Background: an optimization exercise with open tools, aiming at small area, a short achievable clock period and few clock cycles per item. Do not read the settings as production practice.
The RTL was checked by simulation tests, not by an equivalence proof against the original design.
Power figures rest on the tool's default switching activity, not on a simulated workload.

==> trial 66: inputs <==
## lzss_comp
module lzss_comp #(
    parameter SMAX = 64,    
    parameter LMAX = 16     
) (
    input             clk,
    input             rst,         
    input             start,
    input      [11:0] cfg_s,
    input      [11:0] cfg_l,
    input      [4:0]  cfg_w,
    input      [12:0] cfg_n,
    input             in_valid,
    input      [15:0] in_data,
    output            in_ready,
    output            out_valid,
    output     [7:0]  out_data,
    output            out_last,
    input             out_ready,
    output reg        done,
    output reg [1:0]  err,         
    output     [12:0] res_lit,
    output     [12:0] res_match,
    output     [16:0] res_bits,
    output     [13:0] res_bytes
);
    localparam HN = SMAX - 1;      
    function [2:0] b2r7;
        input [6:0] v;
        begin
            if      (v[6]) b2r7 = 3'd7;
            else if (v[5]) b2r7 = 3'd6;
            else if (v[4]) b2r7 = 3'd5;
            else if (v[3]) b2r7 = 3'd4;
            else if (v[2]) b2r7 = 3'd3;
            else if (v[1]) b2r7 = 3'd2;
            else if (v[0]) b2r7 = 3'd1;
            else           b2r7 = 3'd0;
        end
    endfunction
    function [63:0] therm6;
        input [5:0] v;
        reg [7:0] oh, ol, gh, gl;
        integer i;
        begin
            for (i = 0; i < 8; i = i + 1) begin
                oh[i] = (v[5:3] == i);
                ol[i] = (v[2:0] == i);
            end
            gh[7] = 1'b0;
            gl[7] = ol[7];
            for (i = 6; i >= 0; i = i - 1) begin
                gh[i] = gh[i+1] | oh[i+1];     
                gl[i] = gl[i+1] | ol[i];       
            end
            for (i = 0; i < 64; i = i + 1)
                therm6[i] = gh[i/8] | (oh[i/8] & gl[i%8]);
        end
    endfunction
    function [2:0] inc6;
        input [2:0] v;
        begin
            case (v)
                3'd0:    inc6 = 3'd1;
                3'd1:    inc6 = 3'd2;
                3'd2:    inc6 = 3'd3;
                3'd3:    inc6 = 3'd4;
                3'd4:    inc6 = 3'd5;
                default: inc6 = 3'd6;
            endcase
        end
  ...
Settings: LEC_CHECK=0, CAP_MARGIN=20, CORE_MARGIN=2, CORE_UTILIZATION=40, SLEW_MARGIN=20; clock period 13.0 ns.
run.sh (not shown) runs the stock make flow with config.mk's settings and CLKGATE_MAP_FILE= SYNTH_SCRIPT=/design/flow/synth_recipe.tcl, a recipe that flattens the netlist after the stock synthesis.
==> build 67 (differences from trial 66) <==
--- a/flow/design.v
+++ b/flow/design.v
@@ -106,36 +106,32 @@
     reg        bad;                
     reg        su;                 
     reg        t_ok;               
     reg [6:0]  s_r;
     reg [4:0]  l_r;
     reg [4:0]  w_r;
-    reg [12:0] n_r;
     reg [11:0] nm1_r;              
-    reg [5:0]  sm1;                
-    reg [15:0] wmask;              
     reg [2:0]  ob_r;               
     reg [3:0]  cost_r;             
-    reg [3:0]  sh_off;             
-    reg [3:0]  sh_len;             
-    reg [3:0]  sh_lit;             
     reg [7:1]  tge;                
+    reg        ce;                 
     reg        ir;                 
     reg [12:0] ntake;              
     reg        nt0;                
     reg        xv, yv;
     reg [15:0] x, y;
     reg [5:0]  vcnt;               
     reg [4:0]  k;                  
+    reg        kz;                 
+    reg        absorb;             
     reg [5:0]  bestd;              
     reg        ev_alive_r;         
     reg [15:0] h [1:HN];           
     reg [2:0]  c [1:HN];           
     reg [HN:1] a;                  
     reg        tv;
-    reg        tm;
     reg [16:0] tl;
     reg [4:0]  tn;
     reg [39:0] acc;
     reg [5:0]  acc_n;
     reg [2:0]  hidx;               
     reg        hdr;                
@@ -159,21 +155,23 @@
     wire w_bad = (cfg_w == 5'd0) || (cfg_w > 5'd16);
     wire n_bad = (cfg_n > 13'd4096);
     wire [1:0] start_err = (s_bad || l_bad) ? 2'd1 :
                            w_bad            ? 2'd2 :
                            n_bad            ? 2'd1 : 2'd0;
     wire [5:0] n_fl    = acc_n + (tv ? {1'b0, tn} : 6'd0);
-    wire       ce      = !(n_fl[5] || (n_fl[4] && n_fl[3]));   
-    wire       kz      = (k == 5'd0);
     wire       all_abs = nt0 && !xv;
     wire       t1      = tge[1];
-    wire       absorb  = run && xv && ce && (kz || (t_ok && (!t1 || ev_alive_r)));
     wire       in_fire = in_valid && ir;
+    wire [15:0] wmask  = ~(16'hFFFF << w_r);
+    wire [3:0]  sh_off = 4'd0 - {1'b0, ob_r};         
+    wire [3:0]  sh_len = 4'd1 - cost_r;                
+    wire [3:0]  sh_lit = 4'd0 - w_r[3:0];              
     wire [15:0] xin    = in_data & wmask;
     wire [63:0] vld = therm6(vcnt);    
-    wire [63:0] smk = therm6(sm1);     
+    wire [63:0] st6 = therm6(s_r[5:0]);
+    wire [63:0] smk = {s_r[6], s_r[6] ? 63'h7fffffffffffffff : st6[63:1]};    
     wire xz = (x == 16'd0);
     reg [HN:1] e;
     integer d;
     always @(*) begin
         for (d = 1; d <= HN; d = d + 1)
             e[d] = smk[d] && (vld[d] ? (x == h[d]) : xz);
@@ -257,50 +255,65 @@
     wire ob_take = !ov || out_ready;           
     wire ld      = run && ob_take && src_v;
     wire acc_pop = ld && !hdr;
     wire [39:0] acc_ins = acc | (tv ? ({tl, 23'd0} >> acc_n[4:0]) : 40'd0);
     wire [5:0]  n_dec   = (n_fl > 6'd8) ? n_fl - 6'd8 : 6'd0;
     wire [17:0] bytes_c = {1'b0, cnt_bits} + 18'd55;
+    wire [6:0]  nf_m    = {1'b0, n_fl} + {3'd0, cost_r};
+    wire [6:0]  nf_l    = {1'b0, n_fl} + {2'd0, w_r} + 7'd1;
+    wire [6:0]  nf_x    = !emit ? {1'b0, n_fl} : is_m ? nf_m : nf_l;
+    wire        ce_nx   = acc_pop ? (nf_x < 7'd32) : (nf_x < 7'd24);
+    wire       xv_nx   = absorb ? (yv || in_fire) : (xv || in_fire);
+    wire [7:1] tge_nx  = tge_of(w_r, cost_r);
+    wire       t1_nx   = t_ok ? t1 : tge_nx[1];
+    wire       eva_nx  = cont && !absorb;
+    wire       kz_nx   = (k_nx == 5'd0);
+    wire       ab_nx   = xv_nx && ce_nx && (kz_nx || ((t_ok || su) && (!t1_nx || eva_nx)));
     always @(posedge clk) begin
         done <= 1'b0;
         if (rst) begin
             run        <= 1'b0;
             bad        <= 1'b0;
             err        <= 2'd0;
             ir         <= 1'b0;
             ov         <= 1'b0;
             ol         <= 1'b0;
             acc        <= 40'd0;
             acc_n      <= 6'd0;
+            ce         <= 1'b1;
             tv         <= 1'b0;
             hdr        <= 1'b0;
             xv         <= 1'b0;
             yv         <= 1'b0;
             k          <= 5'd0;
+            kz         <= 1'b1;
+            absorb     <= 1'b0;
             vcnt       <= 6'd0;
             t_ok       <= 1'b0;
             ev_alive_r <= 1'b0;
             cnt_lit    <= 13'd0;
             cnt_match  <= 13'd0;
             cnt_bits   <= 17'd0;
             cnt_bytes  <= 14'd0;
         end else if (!run) begin
             if (start) begin
                 s_r        <= cfg_s[6:0];
                 l_r        <= cfg_l[4:0];
                 w_r        <= cfg_w;
-                n_r        <= cfg_n;
-                wmask      <= ~(16'hFFFF << cfg_w);
+                nm1_r      <= cfg_n[11:0] - 12'd1;
+                ce         <= 1'b1;
                 err        <= start_err;
                 bad        <= (start_err != 2'd0);
                 ntake      <= cfg_n;
                 nt0        <= (cfg_n == 13'd0);
                 ir         <= (start_err == 2'd0) && (cfg_n != 13'd0);
                 xv         <= 1'b0;
                 yv         <= 1'b0;
                 k          <= 5'd0;
+                kz         <= 1'b1;
+                absorb     <= 1'b0;
                 vcnt       <= 6'd0;
                 hidx       <= 3'd0;
                 hdr        <= 1'b1;
                 su         <= 1'b0;
                 t_ok       <= 1'b0;
                 tv         <= 1'b0;
@@ -315,20 +328,15 @@
         end else begin
             if (!t_ok) begin
                 su <= 1'b1;
                 if (!su) begin
                     ob_r   <= b2r7(s_r);
                     cost_r <= 4'd1 + {1'b0, b2r7(s_r)} + {1'b0, b2r7({2'd0, l_r})};
-                    sm1    <= s_r[5:0] - 6'd1;
-                    nm1_r  <= n_r[11:0] - 12'd1;
-                    sh_lit <= 4'd0 - w_r[3:0];
                 end else begin
                     t_ok   <= 1'b1;
-                    tge    <= tge_of(w_r, cost_r);
-                    sh_off <= 4'd0 - {1'b0, ob_r};
-                    sh_len <= 4'd1 - cost_r;
+                    tge    <= tge_nx;
                 end
             end
             if (in_fire) begin
                 ntake <= ntake - 13'd1;
                 nt0   <= (ntake == 13'd1);
             end
@@ -347,36 +355,38 @@
                 else     begin y <= xin; yv <= 1'b1; end
             end
             ir <= !(in_fire ? (xv && !absorb) || yv : yv && !absorb) &&
                   !(in_fire ? (ntake == 13'd1) : nt0);
             if (absorb && vcnt != 6'd63) vcnt <= vcnt + 6'd1;
             k <= k_nx;
+            kz <= kz_nx;
+            absorb <= ab_nx;
             a <= a_nx;
             if (ev && alive) bestd <= pe;
             ev_alive_r <= cont && !absorb;
             tv <= emit;
             if (emit) begin
-                tm <= is_m;
                 tl <= is_m ? {1'b1, m_fld} : {1'b0, lit_l};
                 tn <= is_m ? {1'b0, cost_r} : (w_r + 5'd1);
             end
             if (tv) begin
                 cnt_bits <= cnt_bits + {12'd0, tn};
-                if (tm) cnt_match <= cnt_match + 13'd1;
+                if (tl[16]) cnt_match <= cnt_match + 13'd1;
                 else    cnt_lit   <= cnt_lit + 13'd1;
             end
             cnt_bytes <= bytes_c[16:3];
             if (ob_take) begin
                 ov <= src_v;
                 ol <= src_last;
                 od <= hdr ? hdr_byte : acc[39:32];
             end
             if (ld && hdr) begin
                 hidx <= hidx + 3'd1;
                 if (hidx == 3'd5) hdr <= 1'b0;
             end
+            ce <= ce_nx;
             if (acc_pop) begin
                 acc   <= acc_ins << 8;
                 acc_n <= n_dec;
             end else begin
                 acc   <= acc_ins;
                 acc_n <= n_fl;
==> flow/flow/run.sh (new file) <==
#!/bin/bash
set -euo pipefail
export SETUP_SLACK_MARGIN=9.0
export BUFFER_PORTS_ARGS="-buffer_cell sky130_fd_sc_hd__buf_2"
bash standard.sh > standard.log 2>&1
==> flow/standard.sh (new file) <==
#!/bin/bash
# synth_recipe.tcl (not shown) runs the flow's synth.tcl, then flattens the netlist and writes it again
# the make line also repeats each setting of config.mk as NAME=value (left out here)
make -C /OpenROAD-flow-scripts/flow DESIGN_CONFIG=/design/flow/config.mk WORK_HOME=/design/flow/orfs CLKGATE_MAP_FILE= SYNTH_SCRIPT=/design/flow/synth_recipe.tcl "${@:-finish}"
==> flow/config.mk (replaced) <==
export PLATFORM = sky130hd
export DESIGN_NAME = lzss_comp
export DESIGN_NICKNAME = lzss_comp
export VERILOG_FILES = /design/flow/design.v
export SDC_FILE = /design/flow/constraint.sdc
export NUM_CORES = 4
export LEC_CHECK = 0
export CAP_MARGIN = 20
export CORE_MARGIN = 2
export CORE_UTILIZATION = 55
export CTS_CLUSTER_DIAMETER = 100
export CTS_CLUSTER_SIZE = 20
export SLEW_MARGIN = 20
removed: flow/run.sh
==> results.txt <==
Of trial 66 and build 67, build 67 has the higher core utilization (gap 14 points).
In build 67 the global-route usage is higher than in trial 66, by 9.0 points.
Between trial 66 and build 67, the lower sequential share of layout area is in trial 66 (gap 1.6 points).
Clock skew: build 67 is lower than trial 66 (12 ps).
Between trial 66 and build 67, the lower clock power is in build 67 (gap 68%, measured against build 67).
Against build 67, the register-to-register slack of trial 66 is lower by 2900 ps.
In build 67 the combinational power is lower than in trial 66, by 44%.
In build 67 the synthesized cell count is higher than in trial 66, by 0.67%.
Against build 67, the final cell count of trial 66 is larger by 9.6%.
Testbench counts of trial 66, summed over its fixed seeds: cycles 43,486, units 42,556.
Testbench counts of build 67, summed over its fixed seeds: cycles 43,486, units 42,556.

* * *

==> 06-17: inputs <==
lzss_comp, a different RTL version from the one above (not shown whole).
export LEC_CHECK = 0
export CAP_MARGIN = 20
export CORE_MARGIN = 2
export CORE_UTILIZATION = 55
export CTS_CLUSTER_DIAMETER = 100
export CTS_CLUSTER_SIZE = 20
export SLEW_MARGIN = 20
create_clock -name core_clock -period 13.0 [get_ports {clk}]
standard.sh (not shown) runs the stock make flow with config.mk's settings and CLKGATE_MAP_FILE= SYNTH_SCRIPT=/design/flow/synth_recipe.tcl, a recipe that flattens the netlist after the stock synthesis.
==> flow/flow/run.sh <==
#!/bin/bash
set -euo pipefail
export SETUP_SLACK_MARGIN=9.2
export BUFFER_PORTS_ARGS="-buffer_cell sky130_fd_sc_hd__buf_2"
bash standard.sh > standard.log 2>&1
==> inputs of 03-09, as changes to 06-17 <==
--- a/flow/design.v
+++ b/flow/design.v
@@ -98,16 +98,18 @@
                 4'd13: begin if (w < 12) tge_of[1] = 1'b0; if (w < 6) tge_of[2] = 1'b0;
                              if (w < 4)  tge_of[3] = 1'b0; if (w < 3) tge_of[4] = 1'b0;
                              if (w < 2)  tge_of[5] = 1'b0; if (w < 2) tge_of[6] = 1'b0; end
                 default: ;
             endcase
         end
     endfunction
     reg        run;                
+    reg        pend;               
+    reg [1:0]  err_r;              
     reg        bad;                
     reg        su;                 
     reg        t_ok;               
     reg [6:0]  s_r;
     reg [4:0]  l_r;
     reg [4:0]  w_r;
     reg [2:0]  ob_r;               
     reg [3:0]  cost_r;             
@@ -154,21 +156,21 @@
                            w_bad            ? 2'd2 :
                            n_bad            ? 2'd1 : 2'd0;
     reg [11:0] n_m1;
     reg        n_lz;               
     integer j;
     always @(*) begin
         n_lz = 1'b1;
         for (j = 0; j < 12; j = j + 1) begin
-            n_m1[j] = cfg_n[j] ^ n_lz;
-            n_lz    = n_lz && !cfg_n[j];
+            n_m1[j] = ntake[j] ^ n_lz;
+            n_lz    = n_lz && !ntake[j];
         end
     end
-    wire [47:0] header = {cfg_s, cfg_l, 7'd0, cfg_w, n_m1};
+    wire [47:0] header = {5'd0, s_r, 7'd0, l_r, 7'd0, w_r, n_m1};
     wire [5:0] n_fl    = acc_n + (tv ? {1'b0, tn} : 6'd0);
     wire       all_abs = nt0 && !xv;
     wire       t1      = tge[1];
     wire       in_fire = in_valid && ir;
     wire [15:0] wmask  = ~(16'hFFFF << w_r);
     wire [3:0]  sh_off = 4'd0 - {1'b0, ob_r};         
     wire [3:0]  sh_len = 4'd1 - cost_r;                
     wire [3:0]  sh_lit = 4'd0 - w_r[3:0];              
@@ -237,42 +239,64 @@
                                    mdie ? (g1[d] && (d >= 2)) : 1'b1);
             else
                 a_nx[d] = keep ? a[d] :
                           !is_m ? (gk[d] && dk1[d]) : g1[d];
         end
     end
     wire [15:0] lit_r  = h[k[2:0] == 3'd0 ? 1 : k[2:0]];
     wire [15:0] lit_l  = lit_r << sh_lit;
-    wire [5:0]  m_off  = alive ? pe : bestd;
-    wire [4:0]  m_len  = alive ? k : k_m1;
-    wire [15:0] m_fld  = ({10'd0, m_off} << sh_off) | ({11'd0, m_len} << sh_len);
+    wire [15:0] fld_a  = ({10'd0, pe} << sh_off) | ({11'd0, k} << sh_len);
+    wire [15:0] fld_d  = ({10'd0, bestd} << sh_off) | ({11'd0, k_m1} << sh_len);
+    wire [16:0] tl_a   = ge_t ? {1'b1, fld_a} : {1'b0, lit_l};
+    wire [16:0] tl_d   = gt_t ? {1'b1, fld_d} : {1'b0, lit_l};
+    wire [4:0]  wp1    = w_r + 5'd1;
+    wire [4:0]  tn_a   = ge_t ? {1'b0, cost_r} : wp1;
+    wire [4:0]  tn_d   = gt_t ? {1'b0, cost_r} : wp1;
     wire        pop     = ov && out_ready;
     wire [47:0] acc_ins = acc | (tv ? ({tl, 31'd0} >> acc_n[4:0]) : 48'd0);
     wire [5:0]  n_dec   = (n_fl > 6'd8) ? n_fl - 6'd8 : 6'd0;
     wire [5:0]  n_nx    = pop ? n_dec : n_fl;
     wire        fin_nx  = nt0_nx && !xv_nx && kz_nx && !emit;    
+    wire        k1      = koh[1];
     wire        ov_nx   = (n_nx >= 6'd8) || (fin_nx && n_nx != 6'd0);
     wire        ol_nx   = fin_nx && (n_nx <= 6'd8);
     wire [17:0] bytes_c = {1'b0, cnt_bits} + 18'd55;
     wire [6:0]  nf_m    = {1'b0, n_fl} + {3'd0, cost_r};
     wire [6:0]  nf_l    = {1'b0, n_fl} + {2'd0, w_r} + 7'd1;
-    wire [6:0]  nf_x    = !emit ? {1'b0, n_fl} : is_m ? nf_m : nf_l;
-    wire        ce_nx   = pop ? (nf_x < 7'd40) : (nf_x < 7'd32);
+    wire        c0_32   = ({1'b0, n_fl} < 7'd32);
+    wire        c0_40   = ({1'b0, n_fl} < 7'd40);
+    wire        cm_32   = (nf_m < 7'd32);
+    wire        cm_40   = (nf_m < 7'd40);
+    wire        cl_32   = (nf_l < 7'd32);
+    wire        cl_40   = (nf_l < 7'd40);
+    wire        c0_p    = pop ? c0_40 : c0_32;
+    wire        cm_p    = pop ? cm_40 : cm_32;
+    wire        cl_p    = pop ? cl_40 : cl_32;
+    wire        ce_a    = !(ev && cap_hit) ? c0_p : ge_t ? cm_p : cl_p;
+    wire        ce_d    = !ev ? c0_p : gt_t ? cm_p : cl_p;
+    wire        ce_nx   = alive ? ce_a : ce_d;
     wire       xv_nx   = absorb ? (yv || in_fire) : (xv || in_fire);
     wire [7:1] tge_nx  = tge_of(w_r, cost_r);
     wire       t1_nx   = t_ok ? t1 : tge_nx[1];
-    wire       eva_nx  = cont && !absorb;
-    wire       kz_nx   = (k_nx == 5'd0);
+    wire       kz_a    = !(ev && cap_hit) ? kz : ge_t ? 1'b1 : k1;
+    wire       kz_d    = !ev ? kz : gt_t ? 1'b0 : k1;
+    wire       kz_nx   = !absorb && (alive ? kz_a : kz_d);
     wire       nt0_nx  = in_fire ? (ntake == 13'd1) : nt0;
-    wire       ab_nx   = xv_nx && (kz_nx || (ce_nx && (t_ok || su) && (!t1_nx || eva_nx)));
+    wire       tok     = t_ok || su;
+    wire       ab_a    = (!absorb && (!(ev && cap_hit) ? kz : ge_t ? 1'b1 : k1)) ||
+                         (ce_a && tok && (!t1_nx || (ev && !cap_hit && !absorb)));
+    wire       ab_d    = (!absorb && (!ev ? kz : gt_t ? 1'b0 : k1)) ||
+                         (ce_d && tok && !t1_nx);
+    wire       ab_nx   = xv_nx && (alive ? ab_a : ab_d);
     always @(posedge clk) begin
         done <= 1'b0;
         if (rst) begin
             run        <= 1'b0;
+            pend       <= 1'b0;
             bad        <= 1'b0;
             err        <= 2'd0;
             ir         <= 1'b0;
             ov         <= 1'b0;
             ol         <= 1'b0;
             acc        <= 48'd0;
             acc_n      <= 6'd0;
             ce         <= 1'b1;
@@ -291,47 +315,51 @@
             cnt_bytes  <= 14'd0;
         end else if (!run) begin
             err <= 2'd0;
             ir  <= 1'b0;
             ov  <= 1'b0;
             ol  <= 1'b0;
             acc <= 48'd0;
             acc_n <= 6'd0;
-            if (start) begin
+            pend <= 1'b0;
+            if (pend) begin
+                if (err_r != 2'd0) begin
+                    done  <= 1'b1;
+                    err   <= err_r;
+                end else begin
+                    run   <= 1'b1;
+                    ir    <= 1'b1;
+                    acc   <= header;
+                    acc_n <= 6'd48;
+                    ov    <= 1'b1;
+                end
+            end else if (start) begin
+                pend       <= 1'b1;
+                err_r      <= start_err;
                 s_r        <= cfg_s[6:0];
                 l_r        <= cfg_l[4:0];
                 w_r        <= cfg_w;
                 ce         <= 1'b0;
-                err        <= start_err;
-                bad        <= (start_err != 2'd0);
                 ntake      <= cfg_n;
                 nt0        <= (cfg_n == 13'd0);
-                ir         <= (start_err == 2'd0) && (cfg_n != 13'd0);
-                if (start_err == 2'd0) begin
-                    acc   <= header;
-                    acc_n <= 6'd48;
-                    ov    <= 1'b1;
-                end
                 xv         <= 1'b0;
                 yv         <= 1'b0;
                 k          <= 5'd0;
                 kz         <= 1'b1;
                 absorb     <= 1'b0;
                 vcnt       <= 6'd0;
                 su         <= 1'b0;
                 t_ok       <= 1'b0;
                 tv         <= 1'b0;
                 ev_alive_r <= 1'b0;
                 cnt_lit    <= 13'd0;
                 cnt_match  <= 13'd0;
                 cnt_bits   <= 17'd0;
                 cnt_bytes  <= 14'd0;
-                if (start_err != 2'd0) done <= 1'b1;
-                else                   run  <= 1'b1;
             end
         end else begin
             err <= 2'd0;
             if (!t_ok) begin
                 su <= 1'b1;
                 if (!su) begin
                     ob_r   <= b2r7(s_r);
                     cost_r <= 4'd1 + {1'b0, b2r7(s_r)} + {1'b0, b2r7({2'd0, l_r})};
@@ -363,20 +391,18 @@
             if (absorb && vcnt != 6'd63) vcnt <= vcnt + 6'd1;
             k <= k_nx;
             kz <= kz_nx;
             absorb <= ab_nx;
             a <= a_nx;
             if (ev && alive) bestd <= pe;
             ev_alive_r <= cont && !absorb;
             tv <= emit;
-            if (emit) begin
-                tl <= is_m ? {1'b1, m_fld} : {1'b0, lit_l};
-                tn <= is_m ? {1'b0, cost_r} : (w_r + 5'd1);
-            end
+            tl <= alive ? tl_a : tl_d;
+            tn <= alive ? tn_a : tn_d;
             if (tv) begin
                 cnt_bits <= cnt_bits + {12'd0, tn};
                 if (tl[16]) cnt_match <= cnt_match + 13'd1;
                 else    cnt_lit   <= cnt_lit + 13'd1;
             end
             cnt_bytes <= bytes_c[16:3];
             ce    <= ce_nx;
             acc   <= pop ? acc_ins << 8 : acc_ins;
==> flow/flow/run.sh (replaced) <==
#!/bin/bash
set -euo pipefail
export SETUP_SLACK_MARGIN=9.3
export BUFFER_PORTS_ARGS="-buffer_cell sky130_fd_sc_hd__buf_2"
bash standard.sh > standard.log 2>&1
==> impl_metrics.csv <==
group,metric,value,unit
outcome,status,"timing/DRC/antenna clean",
sta,max_clock_freq,254.9,MHz
synthesis,synth_cell_type_count,93,
critical_path,crit_arrival,4.51,ns
grt,grt_antenna_before_repair,1,
# the run above: 06-17

==> impl_metrics.csv <==
group,metric,value,unit
cells_and_area,sequential_cell_area,42060,um^2
grt,grt_antenna_before_repair,6,
sta,max_clock_freq,259.7,MHz
outcome,status,"timing/DRC/antenna clean",
critical_path,crit_arrival,1.25,ns
synthesis,ys.warnings.count,157,
critical_path,rr_endpoint,"a[28]$_DFFE_PP_",
synthesis,synth_cell_type_count,92,
# the run above: 03-09

Testbench counts of 06-17, summed over its fixed seeds: cycles 43,104, units 42,556.
Testbench counts of 03-09, summed over its fixed seeds: cycles 43,168, units 42,556.

[afterwards: timing with drivers on the ports]
Ports are ideal in the flow. The routed layouts listed here were re-timed in OpenROAD. Step 1 (the two cells are an assumption about what drives the block):
set clk [get_ports {clk}]
set_driving_cell -lib_cell sky130_fd_sc_hd__clkbuf_16 $clk
set_driving_cell -lib_cell sky130_fd_sc_hd__buf_2 [delete_from_list [all_inputs] $clk]
Step 2 moves the port delays by t, midway between the first and last clock arrival at a register: inputs arrive t later, outputs are due t later. That takes back most of the time a late clock gives input paths. a / b / c = ideal / step 1 / step 2; a / b = the first two.
run | t, ns | setup WS [ns] | hold WS [ns] | worst register clock-pin slew, ns
trial 66 | 0.894 | 6.042 / 6.042 / 6.042 | 0.445 / 0.445 / 0.445 | 0.07 / 0.07
build 67 | 0.817 | 8.989 / 8.966 / 8.255 | 0.457 / 0.457 / 0.457 | 0.10 / 0.10
06-17 | 0.805 | 9.077 / 9.072 / 8.329 | 0.446 / 0.446 / 0.446 | 0.10 / 0.10
03-09 | 0.814 | 9.149 / 9.070 / 8.554 | 0.463 / 0.463 / 0.463 | 0.10 / 0.10
After both steps every run listed still meets setup and hold. For 06-17, which loses most, drivers alone change the setup slack by -0.005 ns; drivers and shift together by -0.748 ns.
